What follows belongs to an exercise in optimizing a design on an open flow for small area, a short achievable clock period and few clock cycles; a production flow would make more cautious choices.
Only the layout flow was run in this run; the RTL was not checked for function there.
Power is estimated from default activity; no workload was simulated.

===== flow/design.v =====
module cmri_parser (
    input  wire       clk,
    input  wire       rst,
    input  wire [7:0] node_addr,
    input  wire       in_valid,      
    input  wire [7:0] in_byte,
    input  wire       p_ok,          
    input  wire       p_region,
    input  wire [63:0] in_lines,
    output wire       disp_valid,
    output wire       disp_match,
    output wire       error,
    output reg        is_i,
    output reg        is_t,
    output reg        is_p,
    output wire       n_in_payload,
    output wire       n_in_maybe,
    output wire       n_store,
    output wire       n_is_p,
    output reg  [6:0] pay_len,
    input  wire [6:0] rd_addr,
    output wire [7:0] rd_data,
    output wire [63:0] first8,       
    output wire [63:0] first8_hi,    
    input  wire       sel_pick,
    output reg        f_sel,
    output wire       n_f_sel
);
    localparam MAX_LEN = 72;
    localparam ATTN = 8'hFF;
    localparam STX  = 8'h02;
    localparam ETX  = 8'h03;
    localparam DLE  = 8'h10;
    localparam S_START      = 3'd0;
    localparam S_ATTN_NEXT  = 3'd1;
    localparam S_STX_NEXT   = 3'd2;
    localparam S_ADDR_NEXT  = 3'd3;
    localparam S_TYPE_NEXT  = 3'd4;
    localparam S_MAYBE_DATA = 3'd6;
    localparam S_DATA_NEXT  = 3'd7;
    reg [2:0] state;
    reg       is_local;
    reg  [7:0] payload [0:MAX_LEN-1];
    assign rd_data = payload[rd_addr];
    genvar g;
    generate
        for (g = 0; g < 8; g = g + 1) begin : g_first8
            assign first8[g*8 +: 8]    = payload[g];
            assign first8_hi[g*8 +: 8] = payload[32 + g];
        end
    endgenerate
    assign disp_valid = in_valid & do_dispatch;
    assign disp_match = is_local;
    assign error      = in_valid & do_error;
    reg       do_append;
    reg       do_dispatch;
    reg       do_error;
    reg [2:0] next_state;
    always @(*) begin
        do_append   = 1'b0;
        do_dispatch = 1'b0;
        do_error    = 1'b0;
        next_state  = state;
        case (state)
            S_START:
                if (in_byte == ATTN) next_state = S_ATTN_NEXT;
                else                 do_error   = 1'b1;
            S_ATTN_NEXT:
                if (in_byte == ATTN) next_state = S_STX_NEXT;
                else                 do_error   = 1'b1;
            S_STX_NEXT:
                if (in_byte == STX)  next_state = S_ADDR_NEXT;
                else                 do_error   = 1'b1;
            S_ADDR_NEXT:
                next_state = S_TYPE_NEXT;
            S_TYPE_NEXT:
                next_state = S_MAYBE_DATA;
            S_MAYBE_DATA:
                if (in_byte == ETX || in_byte == ATTN) begin
                    do_dispatch = 1'b1;
                    next_state  = S_START;
                end else if (in_byte == DLE) begin
                    next_state = S_DATA_NEXT;
                end else begin
                    do_append  = 1'b1;
                    next_state = S_MAYBE_DATA;
                end
            S_DATA_NEXT: begin
                do_append  = 1'b1;
                next_state = S_MAYBE_DATA;
            end
            default:
                do_error = 1'b1;
        endcase
        if (do_append && pay_len == MAX_LEN) begin
            do_append = 1'b0;
            do_error  = 1'b1;
        end
        if (do_error)
            next_state = S_START;
    end
    wire [2:0] n_state = in_valid ? next_state : state;
    wire       take_type = in_valid && (state == S_TYPE_NEXT);
    wire       t_i = is_local && (in_byte == 8'h49);
    wire       t_t = is_local && (in_byte == 8'h54);
    wire       t_p = is_local && (in_byte == 8'h50);
    assign n_in_payload = (n_state[2:1] == 2'b11);
    assign n_in_maybe   = (n_state == S_MAYBE_DATA);
    assign n_store      = take_type ? (t_i || t_t) : (is_i || is_t);
    assign n_is_p       = take_type ? t_p : is_p;
    assign n_f_sel      = take_type ? sel_pick : f_sel;
    wire [6:0] wr_addr  = {pay_len[6], pay_len[5] ^ (f_sel & ~pay_len[6]), pay_len[4:0]};
    always @(posedge clk) begin
        if (rst) begin
            state    <= S_START;
            is_local <= 1'b0;
            is_i     <= 1'b0;
            is_t     <= 1'b0;
            is_p     <= 1'b0;
            f_sel    <= 1'b0;
            pay_len  <= 7'd0;
        end else begin
            state <= n_state;
            if (in_valid) begin
                if ((state == S_START && in_byte == ATTN) || do_error)
                    pay_len <= 7'd0;
                if (state == S_ADDR_NEXT) is_local <= (in_byte == node_addr);
                if (do_append) pay_len <= pay_len + 7'd1;
            end
            if (take_type) begin
                f_sel <= sel_pick;
                is_i <= t_i;
                is_t <= t_t;
                is_p <= t_p;
            end
        end
    end
    reg       w_go;
    reg [6:0] w_addr;
    reg [7:0] w_byte;
    always @(posedge clk) begin
        w_go   <= in_valid && do_append && (is_i || is_t);
        w_addr <= wr_addr;
        w_byte <= in_byte;
    end
    wire p_wr = (state == S_MAYBE_DATA) && is_p && p_ok;
    integer w;
    always @(posedge clk) begin
        if (w_go)
            payload[w_addr] <= w_byte;
        if (p_wr && !p_region)
            for (w = 0; w < 8; w = w + 1)
                payload[64 + w] <= in_lines[w*8 +: 8];
        if (p_wr && p_region)
            for (w = 0; w < 8; w = w + 1)
                payload[56 + w] <= in_lines[w*8 +: 8];
    end
endmodule
module cmri_dispatch (
    input  wire        clk,
    input  wire        rst,
    input  wire [7:0]  node_addr,
    input  wire        disp_valid,    
    input  wire        is_i,
    input  wire        is_t,
    input  wire        is_p,
    input  wire        n_in_payload,
    input  wire        n_in_maybe,
    input  wire        n_store,
    input  wire        n_is_p,
    input  wire [6:0]  pay_len,
    output wire [6:0]  rd_addr,
    output reg         p_region,      
    input  wire [63:0] first8_hi,
    output wire        sel_pick,      
    input  wire        f_sel,         
    input  wire        n_f_sel,
    input  wire [7:0]  rd_data,
    input  wire [63:0] first8,
    output reg         rx_ready,
    output reg         ev_valid,
    input  wire        ev_ready,
    output reg  [2:0]  ev_kind,
    output reg  [7:0]  ev_data,
    output reg         ev_bit,
    output wire [63:0] out_lines
);
    localparam EV_TX_BYTE   = 3'd0;
    localparam EV_OUT_LINE  = 3'd1;
    localparam EV_OUT_BULK  = 3'd2;
    localparam EV_INIT_BYTE = 3'd3;
    localparam EV_INIT_END  = 3'd4;
    localparam J_NONE = 2'd0;
    localparam J_I    = 2'd1;
    localparam J_T    = 2'd2;
    localparam J_P    = 2'd3;
    localparam T_START = 3'd0;
    localparam T_PICK  = 3'd1;
    localparam T_EMIT  = 3'd2;
    localparam T_BULK  = 3'd3;
    localparam T_END   = 3'd4;
    localparam P_HDR   = 3'd0;
    localparam P_DATA  = 3'd1;
    localparam P_ETX   = 3'd2;
    reg [1:0]  a_kind;
    reg [6:0]  a_len;
    reg        a_reg;       
    reg [1:0]  b_kind;
    reg [6:0]  b_len;
    reg        b_reg;
    reg [1:0]  c_kind;
    reg [6:0]  c_len;
    reg        c_reg;
    reg [2:0]  ph;
    reg [6:0]  idx;         
    reg [3:0]  hcnt;        
    reg        esc_sent;
    reg [7:0]  pbyte;       
    reg [2:0]  kb;          
    reg [7:0]  tm;          
    reg [7:0]  nbyte;       
    reg [63:0] obank;
    reg [7:0]  a_th;        
    assign out_lines = obank;
    reg        a_flip;      
    reg [6:0]  ra;
    assign rd_addr   = ra;
    wire [6:0] ra_inc = (a_flip && ra == 7'd63) ? 7'd0  :
                        (a_flip && ra == 7'd31) ? 7'd64 : ra + 7'd1;
    wire [1:0] new_kind = is_i ? J_I : is_t ? J_T : is_p ? J_P : J_NONE;
    wire       new_job  = disp_valid && (is_i || is_t || is_p);
    wire [63:0] newpat;
    genvar g;
    generate
        for (g = 0; g < 8; g = g + 1) begin : g_pat
            assign newpat[g*8 +: 8] = !a_th[g] ? 8'h00 :
                                      a_reg ? first8_hi[g*8 +: 8] : first8[g*8 +: 8];
        end
    endgenerate
    wire [63:0] tdiff     = newpat ^ obank;
    wire [7:0] bnz;
    generate
        for (g = 0; g < 8; g = g + 1) begin : g_bnz
            assign bnz[g] = |tdiff[g*8 +: 8];
        end
    endgenerate
    reg  [7:0] bnz_r;
    wire       bnz_any = |bnz_r;
    reg  [2:0] kb_next;
    integer k;
    always @(*) begin
        kb_next = 3'd0;
        for (k = 7; k >= 0; k = k - 1)
            if (bnz_r[k]) kb_next = k;
    end
    wire [7:0] tm_next = tdiff[kb_next*8 +: 8];
    wire [7:0] nb_next = newpat[kb_next*8 +: 8];
    reg  [2:0] jb;
    always @(*) begin
        jb = 3'd0;
        for (k = 7; k >= 0; k = k - 1)
            if (tm[k]) jb = k;
    end
    wire [7:0] tm_rest = tm & (tm - 8'd1);       
    wire       tm_last = ~|tm_rest;
    wire       t_pick  = (ph == T_PICK) || (ph == T_EMIT && tm_last && bnz_any);
    reg  [7:0] hdr_byte;
    always @(*) begin
        case (hcnt[2:0])
            3'd0:    hdr_byte = 8'hFF;
            3'd1:    hdr_byte = 8'hFF;
            3'd2:    hdr_byte = 8'h02;
            3'd3:    hdr_byte = node_addr;
            default: hdr_byte = 8'h52;      
        endcase
    end
    wire       nxt_zero = (ph == P_DATA) && (hcnt == 4'd7);
    wire [7:0] nxt_byte = nxt_zero ? 8'h00 : rd_data;
    wire       pesc     = (pbyte == 8'h02) || (pbyte == 8'h03) || (pbyte == 8'h10);
    wire       send_dle = pesc && !esc_sent;
    reg       e_valid;
    reg [2:0] e_kind;
    reg [7:0] e_data;
    reg       e_bit;
    reg       e_last;
    always @(*) begin
        e_valid = 1'b0;
        e_kind  = EV_TX_BYTE;
        e_data  = 8'h00;
        e_bit   = 1'b0;
        e_last  = 1'b0;
        case (a_kind)
            J_I: begin
                e_valid = 1'b1;
                if (idx == a_len) begin
                    e_kind = EV_INIT_END;
                    e_data = {1'b0, a_len};
                    e_last = 1'b1;
                end else begin
                    e_kind = EV_INIT_BYTE;
                    e_data = rd_data;
                end
            end
            J_T:
                case (ph)
                    T_START: ;
                    T_PICK: ;
                    T_EMIT: begin
                        e_valid = 1'b1;
                        e_kind  = EV_OUT_LINE;
                        e_data  = {2'b00, kb, jb};
                        e_bit   = nbyte[jb];
                    end
                    T_BULK: begin
                        e_valid = 1'b1;
                        e_kind  = EV_OUT_BULK;
                        e_data  = 8'd64;
                        e_last  = 1'b1;
                    end
                    default: e_last = 1'b1;
                endcase
            J_P: begin
                e_valid = 1'b1;
                case (ph)
                    P_HDR:   e_data = hdr_byte;
                    P_DATA:  e_data = send_dle ? 8'h10 : pbyte;
                    default: begin
                        e_data = 8'h03;
                        e_last = 1'b1;
                    end
                endcase
            end
            default: ;
        endcase
    end
    wire can_push = !ev_valid || ev_ready;
    wire step     = can_push && (a_kind != J_NONE);
    wire a_free   = (a_kind == J_NONE) || (step && e_last);
    wire b_full   = (b_kind != J_NONE);
    wire c_full   = (c_kind != J_NONE);
    wire p_to_etx = (ph == P_DATA) && (hcnt == 4'd8) && !send_dle;
    wire a_p_busy = (a_kind == J_P) && (ph != P_ETX);
    wire a_hold   = (a_kind == J_I) || (a_kind == J_T);
    wire a_hold_f = (a_kind == J_I) || (a_kind == J_T && ph == T_START);
    wire b_hold = (b_kind == J_I) || (b_kind == J_T);
    wire c_hold = (c_kind == J_I) || (c_kind == J_T);
    wire a_wide = (a_kind == J_I) && (a_len > 7'd32);
    wire b_wide = (b_kind == J_I) && (b_len > 7'd32);
    wire c_wide = (c_kind == J_I) && (c_len > 7'd32);
    wire occ0 = (a_hold && (!a_reg || a_wide)) || (b_hold && (!b_reg || b_wide)) ||
                (c_hold && (!c_reg || c_wide));
    wire occ1 = (a_hold && ( a_reg || a_wide)) || (b_hold && ( b_reg || b_wide)) ||
                (c_hold && ( c_reg || c_wide));
    assign sel_pick = !occ0 ? 1'b0 : !occ1 ? 1'b1 : a_hold ? a_reg : b_reg;
    wire used0 = (a_p_busy && !a_reg) || (b_kind == J_P && !b_reg) ||
                 (c_kind == J_P && !c_reg);
    wire used1 = (a_p_busy &&  a_reg) || (b_kind == J_P &&  b_reg) ||
                 (c_kind == J_P &&  c_reg);
    wire r0_blk = (a_kind == J_I && a_len > 7'd64) || (b_kind == J_I && b_len > 7'd64) ||
                  (c_kind == J_I && c_len > 7'd64);
    wire r1_blk = (a_kind == J_I && (a_reg ? a_len > 7'd24 : a_len > 7'd56)) ||
                  (b_kind == J_I && (b_reg ? b_len > 7'd24 : b_len > 7'd56)) ||
                  (c_kind == J_I && (c_reg ? c_len > 7'd24 : c_len > 7'd56));
    wire new_reg = is_p ? p_region : f_sel;
    reg        j_v;
    reg [1:0]  j_kind;
    reg [6:0]  j_len;
    reg        j_reg;
    always @(posedge clk) begin
        j_v    <= !rst && new_job;
        j_kind <= new_kind;
        j_len  <= pay_len;
        j_reg  <= new_reg;
    end
    wire [1:0] new_k = j_v ? j_kind : J_NONE;
    reg  [1:0] n_a_kind, n_b_kind, n_c_kind;
    reg  [6:0] n_a_len,  n_b_len,  n_c_len;
    reg        n_a_reg,  n_b_reg,  n_c_reg;
    always @(*) begin
        n_a_kind = a_kind; n_a_len = a_len; n_a_reg = a_reg;
        n_b_kind = b_kind; n_b_len = b_len; n_b_reg = b_reg;
        n_c_kind = c_kind; n_c_len = c_len; n_c_reg = c_reg;
        if (a_free) begin
            if (b_full) begin
                n_a_kind = b_kind; n_a_len = b_len; n_a_reg = b_reg;
                if (c_full) begin
                    n_b_kind = c_kind; n_b_len = c_len; n_b_reg = c_reg;
                    n_c_kind = new_k;  n_c_len = j_len; n_c_reg = j_reg;
                end else begin
                    n_b_kind = new_k;  n_b_len = j_len; n_b_reg = j_reg;
                    n_c_kind = J_NONE;
                end
            end else begin
                n_a_kind = new_k;  n_a_len = j_len; n_a_reg = j_reg;
                n_b_kind = J_NONE;
                n_c_kind = J_NONE;
            end
        end else if (j_v) begin
            if (!b_full) begin
                n_b_kind = j_kind; n_b_len = j_len; n_b_reg = j_reg;
            end else begin
                n_c_kind = j_kind; n_c_len = j_len; n_c_reg = j_reg;
            end
        end
    end
    wire s_free = (a_kind == J_NONE) || e_last;    
    wire       a_tfl     = (a_kind == J_T) && (ph != T_START);
    reg  [2:0] a_tmax;
    always @(*) begin
        a_tmax = 3'd0;
        for (k = 0; k < 8; k = k + 1)
            if (bnz_r[k]) a_tmax = k;
    end
    wire       s_a_hold  = s_free ? b_hold : a_hold_f;
    wire       s_a_tfl   = !s_free && a_tfl;
    wire       s_a_wide  = s_free ? b_wide : a_wide;
    wire       s_a_reg   = s_free ? b_reg  : a_reg;
    wire [1:0] s_a_kind  = s_free ? b_kind : a_kind;
    wire [6:0] s_a_len   = s_free ? b_len  : a_len;
    wire       s_a_pbusy = s_free ? (b_kind == J_P) : (a_p_busy && !p_to_etx);
    wire       s_b_hold  = s_free ? c_hold : b_hold;
    wire       s_b_wide  = s_free ? c_wide : b_wide;
    wire       s_b_reg   = s_free ? c_reg  : b_reg;
    wire [1:0] s_b_kind  = s_free ? c_kind : b_kind;
    wire [6:0] s_b_len   = s_free ? c_len  : b_len;
    wire       s_c_hold  = !s_free && c_hold;
    wire [1:0] s_c_kind  = s_free ? J_NONE : c_kind;
    wire h0_it0, h0_it1, h0_p, h0_r0f, h1_it0, h1_it1, h1_p, h1_r0f;
    cmri_hold u_hold0 (
        .a_hold (a_hold_f), .a_wide (a_wide),   .a_reg (a_reg),   .a_kind (a_kind),
        .a_tfl  (a_tfl),    .a_tmax (a_tmax),   .a_tneed (bnz_any),
        .a_len  (a_len),    .a_pbusy (a_p_busy),
        .b_hold (b_hold),   .b_wide (b_wide),   .b_reg (b_reg),   .b_kind (b_kind),
        .b_len  (b_len),
        .c_hold (c_hold),   .c_wide (c_wide),   .c_reg (c_reg),   .c_kind (c_kind),
        .c_len  (c_len),
        .pay_len (pay_len),
        .hold_it0 (h0_it0), .hold_it1 (h0_it1), .hold_p (h0_p), .r0_free (h0_r0f)
    );
    cmri_hold u_hold1 (
        .a_hold (s_a_hold), .a_wide (s_a_wide), .a_reg (s_a_reg), .a_kind (s_a_kind),
        .a_tfl  (s_a_tfl),  .a_tmax (a_tmax),   .a_tneed (bnz_any),
        .a_len  (s_a_len),  .a_pbusy (s_a_pbusy),
        .b_hold (s_b_hold), .b_wide (s_b_wide), .b_reg (s_b_reg), .b_kind (s_b_kind),
        .b_len  (s_b_len),
        .c_hold (s_c_hold), .c_wide (c_wide),   .c_reg (c_reg),   .c_kind (s_c_kind),
        .c_len  (c_len),
        .pay_len (pay_len),
        .hold_it0 (h1_it0), .hold_it1 (h1_it1), .hold_p (h1_p), .r0_free (h1_r0f)
    );
    wire n_hold_it = n_in_payload && n_store &&
                     (can_push ? (n_f_sel ? h1_it1 : h1_it0) : (n_f_sel ? h0_it1 : h0_it0));
    wire n_hold_p  = n_in_maybe && n_is_p && (can_push ? h1_p : h0_p);
    always @(posedge clk) begin
        if (rst) begin
            ev_valid <= 1'b0;
            ev_kind  <= EV_TX_BYTE;
            ev_data  <= 8'h00;
            ev_bit   <= 1'b0;
        end else if (can_push) begin
            ev_valid <= e_valid;
            ev_kind  <= e_kind;
            ev_data  <= e_data;
            ev_bit   <= e_bit;
        end
    end
    always @(posedge clk) begin
        if (rst)
            rx_ready <= 1'b1;
        else
            rx_ready <= !(n_hold_it || n_hold_p);
        p_region <= !(can_push ? h1_r0f : h0_r0f);
    end
    always @(posedge clk) begin
        if (rst) begin
            a_kind   <= J_NONE;
            a_len    <= 7'd0;
            a_reg    <= 1'b0;
            b_kind   <= J_NONE;
            b_len    <= 7'd0;
            b_reg    <= 1'b0;
            c_kind   <= J_NONE;
            c_len    <= 7'd0;
            c_reg    <= 1'b0;
            ph       <= 3'd0;
            idx      <= 7'd0;
            ra       <= 7'd0;
            hcnt     <= 4'd0;
            esc_sent <= 1'b0;
            obank    <= 64'd0;
        end else begin
            a_kind <= n_a_kind;
            b_kind <= n_b_kind;
            c_kind <= n_c_kind;
            a_len  <= n_a_len;
            b_len  <= n_b_len;
            c_len  <= n_c_len;
            a_reg  <= n_a_reg;
            b_reg  <= n_b_reg;
            c_reg  <= n_c_reg;
            if (a_free) begin
                a_flip   <= (n_a_kind == J_I) && n_a_reg;
                a_th     <= {n_a_len > 7'd7, n_a_len > 7'd6, n_a_len > 7'd5, n_a_len > 7'd4,
                             n_a_len > 7'd3, n_a_len > 7'd2, n_a_len > 7'd1, n_a_len > 7'd0};
                ph       <= 3'd0;
                idx      <= (n_a_kind != J_P) ? 7'd0 : n_a_reg ? 7'd56 : 7'd64;
                ra       <= (n_a_kind == J_P) ? (n_a_reg ? 7'd56 : 7'd64) :
                            (n_a_kind == J_I && n_a_reg) ? 7'd32 : 7'd0;
                hcnt     <= 4'd0;
                esc_sent <= 1'b0;
            end else if (step) begin
                case (a_kind)
                    J_I: begin
                        idx <= idx + 7'd1;
                        ra  <= ra_inc;
                    end
                    J_T: begin
                        case (ph)
                            T_START: ph <= (|bnz) ? T_PICK : T_END;
                            T_PICK:  ph <= T_EMIT;
                            T_EMIT:  if (tm_last && !bnz_any) ph <= T_BULK;
                            default: ;
                        endcase
                        if (t_pick)
                            obank[kb_next*8 +: 8] <= nb_next;
                    end
                    J_P:
                        case (ph)
                            P_HDR: begin
                                if (hcnt == 4'd4) begin
                                    ph   <= P_DATA;
                                    hcnt <= 4'd0;
                                    idx  <= idx + 7'd1;
                                    ra   <= ra_inc;
                                end else begin
                                    hcnt <= hcnt + 4'd1;
                                end
                            end
                            P_DATA:
                                if (send_dle) begin
                                    esc_sent <= 1'b1;
                                end else begin
                                    esc_sent <= 1'b0;
                                    if (hcnt == 4'd8)
                                        ph <= P_ETX;
                                    hcnt <= hcnt + 4'd1;
                                    idx  <= idx + 7'd1;
                                    ra   <= ra_inc;
                                end
                            default: ;
                        endcase
                    default: ;
                endcase
            end
        end
    end
    always @(posedge clk) begin
        if (step && a_kind == J_T) begin
            if (ph == T_START)
                bnz_r <= bnz;
            if (t_pick) begin
                bnz_r[kb_next] <= 1'b0;
                kb    <= kb_next;
                tm    <= tm_next;
                nbyte <= nb_next;
            end else
                tm    <= tm_rest;
        end
        if (step && a_kind == J_P &&
            ((ph == P_HDR && hcnt == 4'd4) || (ph == P_DATA && !send_dle))) begin
            pbyte <= nxt_byte;
        end
    end
endmodule
module cmri_hold (
    input  wire       a_hold,
    input  wire       a_tfl,       
    input  wire [2:0] a_tmax,      
    input  wire       a_tneed,     
    input  wire       a_wide,
    input  wire       a_reg,
    input  wire [1:0] a_kind,
    input  wire [6:0] a_len,
    input  wire       a_pbusy,
    input  wire       b_hold,
    input  wire       b_wide,
    input  wire       b_reg,
    input  wire [1:0] b_kind,
    input  wire [6:0] b_len,
    input  wire       c_hold,
    input  wire       c_wide,
    input  wire       c_reg,
    input  wire [1:0] c_kind,
    input  wire [6:0] c_len,
    input  wire [6:0] pay_len,
    output wire       hold_it0,
    output wire       hold_it1,
    output wire       hold_p,
    output wire       r0_free
);
    localparam J_NONE = 2'd0;
    localparam J_I    = 2'd1;
    localparam J_P    = 2'd3;
    wire occ0 = (a_hold && (!a_reg || a_wide)) || (b_hold && (!b_reg || b_wide)) ||
                (c_hold && (!c_reg || c_wide));
    wire occ1 = (a_hold && ( a_reg || a_wide)) || (b_hold && ( b_reg || b_wide)) ||
                (c_hold && ( c_reg || c_wide));
    wire b_p = (b_kind == J_P);
    wire c_p = (c_kind == J_P);
    wire used0 = (a_pbusy && !a_reg) || (b_p && !b_reg) || (c_p && !c_reg);
    wire used1 = (a_pbusy &&  a_reg) || (b_p &&  b_reg) || (c_p &&  c_reg);
    wire r0_blk = (a_kind == J_I && a_len > 7'd64) || (b_kind == J_I && b_len > 7'd64) ||
                  (c_kind == J_I && c_len > 7'd64);
    wire r1_blk = (a_kind == J_I && (a_reg ? a_len > 7'd24 : a_len > 7'd56)) ||
                  (b_kind == J_I && (b_reg ? b_len > 7'd24 : b_len > 7'd56)) ||
                  (c_kind == J_I && (c_reg ? c_len > 7'd24 : c_len > 7'd56));
    wire c_full = (c_kind != J_NONE);
    wire w_low  = (pay_len <= 7'd31);
    wire w_high = (pay_len >= 7'd31) && (pay_len <= 7'd63);
    wire w_r0   = (pay_len >= 7'd63);
    wire w_r1_0 = (pay_len >= 7'd55) && (pay_len <= 7'd63);
    wire w_r1_1 = (pay_len >= 7'd23) && (pay_len <= 7'd31);
    wire w_any  = c_full || (w_r0 && (used0 || r0_blk));
    wire t_low  = a_tfl && a_tneed && (pay_len <= {4'd0, a_tmax});
    wire t_high = a_tfl && a_tneed && (pay_len >= 7'd31) && (pay_len <= {4'd4, a_tmax});
    assign hold_it0 = w_any || (w_low && occ0) || (w_high && occ1) || (w_r1_0 && used1) ||
                      (t_low && !a_reg) || (t_high && a_reg);
    assign hold_it1 = w_any || (w_low && occ1) || (w_high && occ0) || (w_r1_1 && used1) ||
                      (t_low &&  a_reg) || (t_high && !a_reg);
    assign hold_p   = c_full || ((used0 || r0_blk) && (used1 || r1_blk));
    assign r0_free  = !used0 && !r0_blk;
endmodule
module cmri_counters (
    input  wire        clk,
    input  wire        rst,
    input  wire        inc_byte,
    input  wire        inc_seen,
    input  wire        inc_proc,
    input  wire        inc_error,
    output reg  [15:0] cnt_bytes,
    output reg  [15:0] cnt_frames_seen,
    output reg  [15:0] cnt_frames_proc,
    output reg  [15:0] cnt_errors
);
    always @(posedge clk) begin
        if (rst) begin
            cnt_bytes       <= 16'd0;
            cnt_frames_seen <= 16'd0;
            cnt_frames_proc <= 16'd0;
            cnt_errors      <= 16'd0;
        end else begin
            if (inc_byte)  cnt_bytes       <= cnt_bytes + 16'd1;
            if (inc_seen)  cnt_frames_seen <= cnt_frames_seen + 16'd1;
            if (inc_proc)  cnt_frames_proc <= cnt_frames_proc + 16'd1;
            if (inc_error) cnt_errors      <= cnt_errors + 16'd1;
        end
    end
endmodule
module cmri_core (
    input  wire        clk,
    input  wire        rst,
    input  wire [6:0]  local_id,
    input  wire        rx_valid,
    input  wire [7:0]  rx_data,
    output wire        rx_ready,
    input  wire [63:0] in_lines,
    output wire        ev_valid,
    input  wire        ev_ready,
    output wire [2:0]  ev_kind,
    output wire [7:0]  ev_data,
    output wire        ev_bit,
    output wire [63:0] out_lines,
    output wire [15:0] cnt_bytes,
    output wire [15:0] cnt_frames_seen,
    output wire [15:0] cnt_frames_proc,
    output wire [15:0] cnt_errors
);
    wire       disp_valid;
    wire       disp_match;
    wire       parse_error;
    wire       is_i;
    wire       is_t;
    wire       is_p;
    wire       n_in_payload;
    wire       n_in_maybe;
    wire       n_store;
    wire       n_is_p;
    wire [6:0] pay_len;
    wire [7:0] pay_rd_data;
    wire [6:0] pay_rd_addr;
    wire [63:0] first8;
    wire [63:0] first8_hi;
    wire       sel_pick;
    wire       f_sel;
    wire       n_f_sel;
    wire       byte_taken;
    wire       p_region;
    reg  [7:0] node_addr;
    always @(posedge clk)
        node_addr <= {1'b0, local_id} + 8'd65;
    assign byte_taken = rx_valid & rx_ready;
    cmri_parser u_parser (
        .clk          (clk),
        .rst          (rst),
        .node_addr    (node_addr),
        .in_valid     (byte_taken),
        .in_byte      (rx_data),
        .p_ok         (rx_ready),
        .p_region     (p_region),
        .in_lines     (in_lines),
        .disp_valid   (disp_valid),
        .disp_match   (disp_match),
        .error        (parse_error),
        .is_i         (is_i),
        .is_t         (is_t),
        .is_p         (is_p),
        .n_in_payload (n_in_payload),
        .n_in_maybe   (n_in_maybe),
        .n_store      (n_store),
        .n_is_p       (n_is_p),
        .pay_len      (pay_len),
        .rd_addr      (pay_rd_addr),
        .rd_data      (pay_rd_data),
        .first8       (first8),
        .first8_hi    (first8_hi),
        .sel_pick     (sel_pick),
        .f_sel        (f_sel),
        .n_f_sel      (n_f_sel)
    );
    cmri_dispatch u_dispatch (
        .clk          (clk),
        .rst          (rst),
        .node_addr    (node_addr),
        .disp_valid   (disp_valid & disp_match),
        .is_i         (is_i),
        .is_t         (is_t),
        .is_p         (is_p),
        .n_in_payload (n_in_payload),
        .n_in_maybe   (n_in_maybe),
        .n_store      (n_store),
        .n_is_p       (n_is_p),
        .pay_len      (pay_len),
        .rd_addr      (pay_rd_addr),
        .p_region     (p_region),
        .rd_data      (pay_rd_data),
        .first8       (first8),
        .first8_hi    (first8_hi),
        .sel_pick     (sel_pick),
        .f_sel        (f_sel),
        .n_f_sel      (n_f_sel),
        .rx_ready     (rx_ready),
        .ev_valid     (ev_valid),
        .ev_ready     (ev_ready),
        .ev_kind      (ev_kind),
        .ev_data      (ev_data),
        .ev_bit       (ev_bit),
        .out_lines    (out_lines)
    );
    cmri_counters u_counters (
        .clk        (clk),
        .rst        (rst),
        .inc_byte   (byte_taken),
        .inc_seen   (disp_valid),
        .inc_proc   (disp_valid & disp_match),
        .inc_error  (parse_error),
        .cnt_bytes       (cnt_bytes),
        .cnt_frames_seen (cnt_frames_seen),
        .cnt_frames_proc (cnt_frames_proc),
        .cnt_errors      (cnt_errors)
    );
endmodule

===== flow/flow/run.sh =====
#!/bin/bash
# The standard layout, with plain buffers on the ports instead of the
# default delay-cell choice, and a clock tree without dummy loads.
set -euo pipefail
bash standard.sh finish 'BUFFER_PORTS_ARGS=-buffer_cell sky130_fd_sc_hd__buf_2' \
  'CTS_ARGS=-sink_clustering_enable -repair_clock_nets -dont_use_dummy_load' > make_finish.log 2>&1

===== flow/standard.sh =====
#!/bin/bash
# synth_recipe.tcl (not shown) runs the flow's synth.tcl, then flattens the netlist and writes it again
# the make line also repeats each setting of config.mk as NAME=value (left out here)
make -C /OpenROAD-flow-scripts/flow DESIGN_CONFIG=/design/flow/config.mk WORK_HOME=/design/flow/orfs CLKGATE_MAP_FILE= SYNTH_SCRIPT=/design/flow/synth_recipe.tcl "${@:-finish}"

===== flow/config.mk =====
export PLATFORM = sky130hd
export DESIGN_NAME = cmri_core
export DESIGN_NICKNAME = cmri_core
export VERILOG_FILES = /design/flow/design.v
export SDC_FILE = /design/flow/constraint.sdc
export NUM_CORES = 4
export LEC_CHECK = 0
export CAP_MARGIN = 20
export CORE_MARGIN = 2
export CORE_UTILIZATION = 40
export SETUP_SLACK_MARGIN = 4.5
export SLEW_MARGIN = 20

===== flow/constraint.sdc =====
create_clock -name core_clock -period 8.0 [get_ports {clk}]
set_input_delay 1.6000 -clock core_clock [delete_from_list [all_inputs] [get_ports {clk}]]
set_output_delay 1.6000 -clock core_clock [all_outputs]
set_load 0.01 [all_outputs]

==> flow_metrics.tcl <==
set metrics [dict create \
    drc 0 \
    design_area_mm2 0.0461 \
    fin_crit_sh_pct 43.2 \
    post_dp_cell_area_mm2 0.0433 \
    power.leakage_uw 0.0160 \
    rsz0062_at_grt "no" \
    hold_viol 0 \
    status "timing/DRC/antenna clean" \
    core_mm2 0.101 \
    nNetsFinal 3521 \
    finalClockSkew_ns 0.0727 \
    cts_tree "done" \
    syn_area_mm2 0.0408 \
    vdd.ir_drop.worst_v 0.000168 \
    die-area_mm2 0.105 \
    largest_register_ffs 576 \
    synthToLayoutAreaGrowth_pct 12.9 \
    synth_edf_count 620 \
    reg.largest.list "u_parser.payload (576), u_dispatch.obank (64)" \
    hpwl_mm 86.6 \
    gp_congestion 0.988 \
    track_usage_pct 23.4 \
    setup_violations 0 \
    max_freq_ghz 0.290 \
    clk_pin_slew_worst_paths_ns 0.06 \
    postLayoutCoreUtil_pct 45.4 \
    path_max_fanout 46 \
    dr_total_vias 28400 \
    final_max_slew_viol_count 0 \
    syn_nets 3339 \
    pin_count 225 \
    relSlewSlack_pct 19.1 \
    yosysWarnings 4 \
    grt_pass1_wl_mm 181 \
    ctsHoldBuffers 0 \
    grt_max_degree 126 \
    worstPathArrival_ns 3.94 \
    drt-initial-drc-count 3358 \
    netlist_instances 3222 \
    hold_path.class "reg -> reg" \
    max_cap_violations 0 \
    grt-busiest-layer "met2" \
    synth.ff_latch_count 866 \
    final.hold.worst_slack_ns 0.442 \
    n_fill_cell 9136 \
    drtPass1Iterations 9 \
    fin_setup_tns_ns 0 \
    syn_avg_cell_area_um2 12.7 \
    n_antenna_cell 0 \
    largest_register "u_parser.payload" \
    use_met2_pct 36.4 \
    die-height_um 323 \
    worst_pin_slew_ns 1.21 \
    ys_types 87 \
    portBuffers 224 \
    cellPowerDensity_mw_per_mm2 187 \
    layout-drive-gt1-share_pct 20.9 \
    die_width_um 323 \
    max-clock-path-buffers 3 \
    ant_nets 0 \
    use_met1_pct 33.6 \
    clock-sinks 866 \
    clk_latency_ns 0.69 \
    routed_wl_mm 126 \
    power_uw 8610 \
    end_kind "register" \
    htree_num_levels 3 \
    grt_antenna_before_repair 3 \
    vias_per_cell 5.95 \
    clock-root-buffer "clkbuf_16" \
    startpoint_type "register" \
    synth_ff_type "edfxtp_1" \
    first_global_vias 26800 \
    rows 117 \
    start_util_pct 40.2 \
    grt_use_met3_pct 3.70 \
    period_minus_slack_ns 3.45 \
    crit_required_ns 8.48 \
    wl_per_cell_um 26.4 \
    ys_async_sr_fraction_pct 0 \
    grt.overflow.total 0 \
    ys_seq_area_share_pct 57.7 \
    cts_buffers 91 \
    path_class "reg -> reg" \
]
-- power by group --
group	switching, µW	leakage, µW	total [µW]	internal, µW
clock network	1610	0.00112	3590	1980
logic	128	0.00735	192	63.9
registers	16.6	0.00758	4820	4810
total	1750	0.0160	8610	6850
-- critical path, cell delays in order (launching register included) --
cell and delay, ns:
edfxtp_1 0.46, nor2b_1 0.18, o21ai_1 0.26, a21oi_4 0.17
o21ai_4 0.20, buf_6 0.26, inv_1 0.14, buf_4 0.32
and3_1 0.21, o311ai_0 0.75, o211a_1 0.32
-- repair_timing --
item,4_1_cts,5_1_grt
setup endpoints to repair,105,131
gates resized for setup,23,15
pin swaps,3,3
cloned,1,3
setup buffers,16,9
hold endpoints to repair,0,0
-- routing by layer --
metal	share of wire (%)	wire, µm
met5	0	0
met4	3.5	4460
met3	8.2	10400
met2	46	57600
met1	42	53400
-- synthesized netlist by cell type, types with 28 or more instances --
cell type | instances | area [µm²]
ha_1 | 34 | 425
o21ai_0 | 157 | 786
nor3_1 | 54 | 270
or3_1 | 33 | 206
mux2_2 | 59 | 664
a21o_1 | 136 | 1020
and3_1 | 44 | 275
nor2_1 | 305 | 1140
dfxtp_1 | 246 | 4920
nand4_1 | 28 | 175
xor2_1 | 55 | 482
nand3_1 | 89 | 445
mux4_2 | 186 | 4190
a21oi_1 | 113 | 566
and2_1 | 35 | 219
nand2_1 | 205 | 769
clkbuf_1 | 153 | 574
inv_1 | 70 | 263
buf_2 | 39 | 195
nand3b_1 | 57 | 428
mux2i_1 | 61 | 611
edfxtp_1 | 620 | 18600
xnor2_1 | 69 | 604
-- layout by cell type (no fill, tap or decap), drive strengths merged, types with 19 or more instances in the layout --
cell type,netlist,final
nand3,89,89
a31oi,19,19
and3,44,44
o211ai,22,22
nand2,205,205
or3,33,33
o21ai,162,162
nand2b,25,25
xnor2,69,69
a21oi,115,115
a211oi,22,22
ha,34,34
o311ai,19,19
nand4,30,30
nor2,305,305
mux2,60,60
mux4,186,186
dfxtp,246,246
nor3,54,54
clkbuf,153,94
nor4,28,28
a21o,136,136
buf,58,297
edfxtp,620,620
mux2i,61,61
nand3b,57,57
xor2,55,55
inv,71,71
and2,35,35
-- stage by stage --
step | cells | setup WS, ns
floorplan | 3222 | 4.44
global placement | 4648 | 3.81
detailed placement | 4649 | 3.79
CTS | 4757 | 4.51
global route | 4770 | 4.50
finish | 4770 | 4.55
-- final cells by class --
class                           count  area [µm²]  share of cell area, %
Tap cell                         1368        1710                   3.72
Inverter                           71         269                  0.584
Multi-Input combinational cell   2074       16300                   35.4
Sequential cell                   866       23600                   51.2
Clock buffer                       91        2280                   4.94
Timing Repair Buffer              300        1920                   4.18
-- logic make-up (layout without fill, tap and decap cells) --
group | after synthesis | in the layout | share of synthesized area, %
adder cells (fa/ha/maj) | 38 | 38 | 1.14
AND/OR/NAND/NOR | 981 | 981 | 12.0
multiplexers | 307 | 307 | 13.4
buffers and inverters | 282 | 462 | 2.78
flip-flops | 866 | 866 | 57.7
AO/OA/AOI/OAI | 624 | 624 | 10.3
XOR/XNOR | 124 | 124 | 2.66
-- path summary, 6_finish.rpt --
path | startpoint | endpoint | slack (ns) | cells past startpoint
worst min-delay path | u_parser.pay_len[4] | u_dispatch.j_len[4] | 0.44 | 0
worst max-delay path | u_dispatch.bnz_r[7] | u_dispatch.tm[0] | 4.55 | 10
worst min register to register | u_parser.pay_len[4] | u_dispatch.j_len[4] | 0.44 | 0
worst max register to register | u_dispatch.bnz_r[7] | u_dispatch.tm[0] | 4.55 | 10

[port drivers added, routing unchanged]
The flow's constraints put no driver on any port. The routed layout listed below was extracted and timed again, unchanged, in two steps. Step 1 (the two cells are an assumption about what drives the block):
set clk [get_ports {clk}]
set_driving_cell -lib_cell sky130_fd_sc_hd__clkbuf_16 $clk
set_driving_cell -lib_cell sky130_fd_sc_hd__buf_2 [delete_from_list [all_inputs] $clk]
Step 2, shift: input delay + t, output delay - t, t = (earliest + latest rising clock arrival at the registers) / 2. This alone moves slack from input paths to output paths. Three values: no drivers, after step 1, after step 2; two values: the first two.
shift t [ns]: 0.727
setup slack, ns: 4.547 / 4.547 / 4.020
slew at the worst register clock pin (ns): 0.06 / 0.06
cell pins on the clock port's net: 1
After both steps setup and hold are still met in this run. The setup slack of this run moves by 0.000 ns with the drivers and by -0.527 ns with both steps.
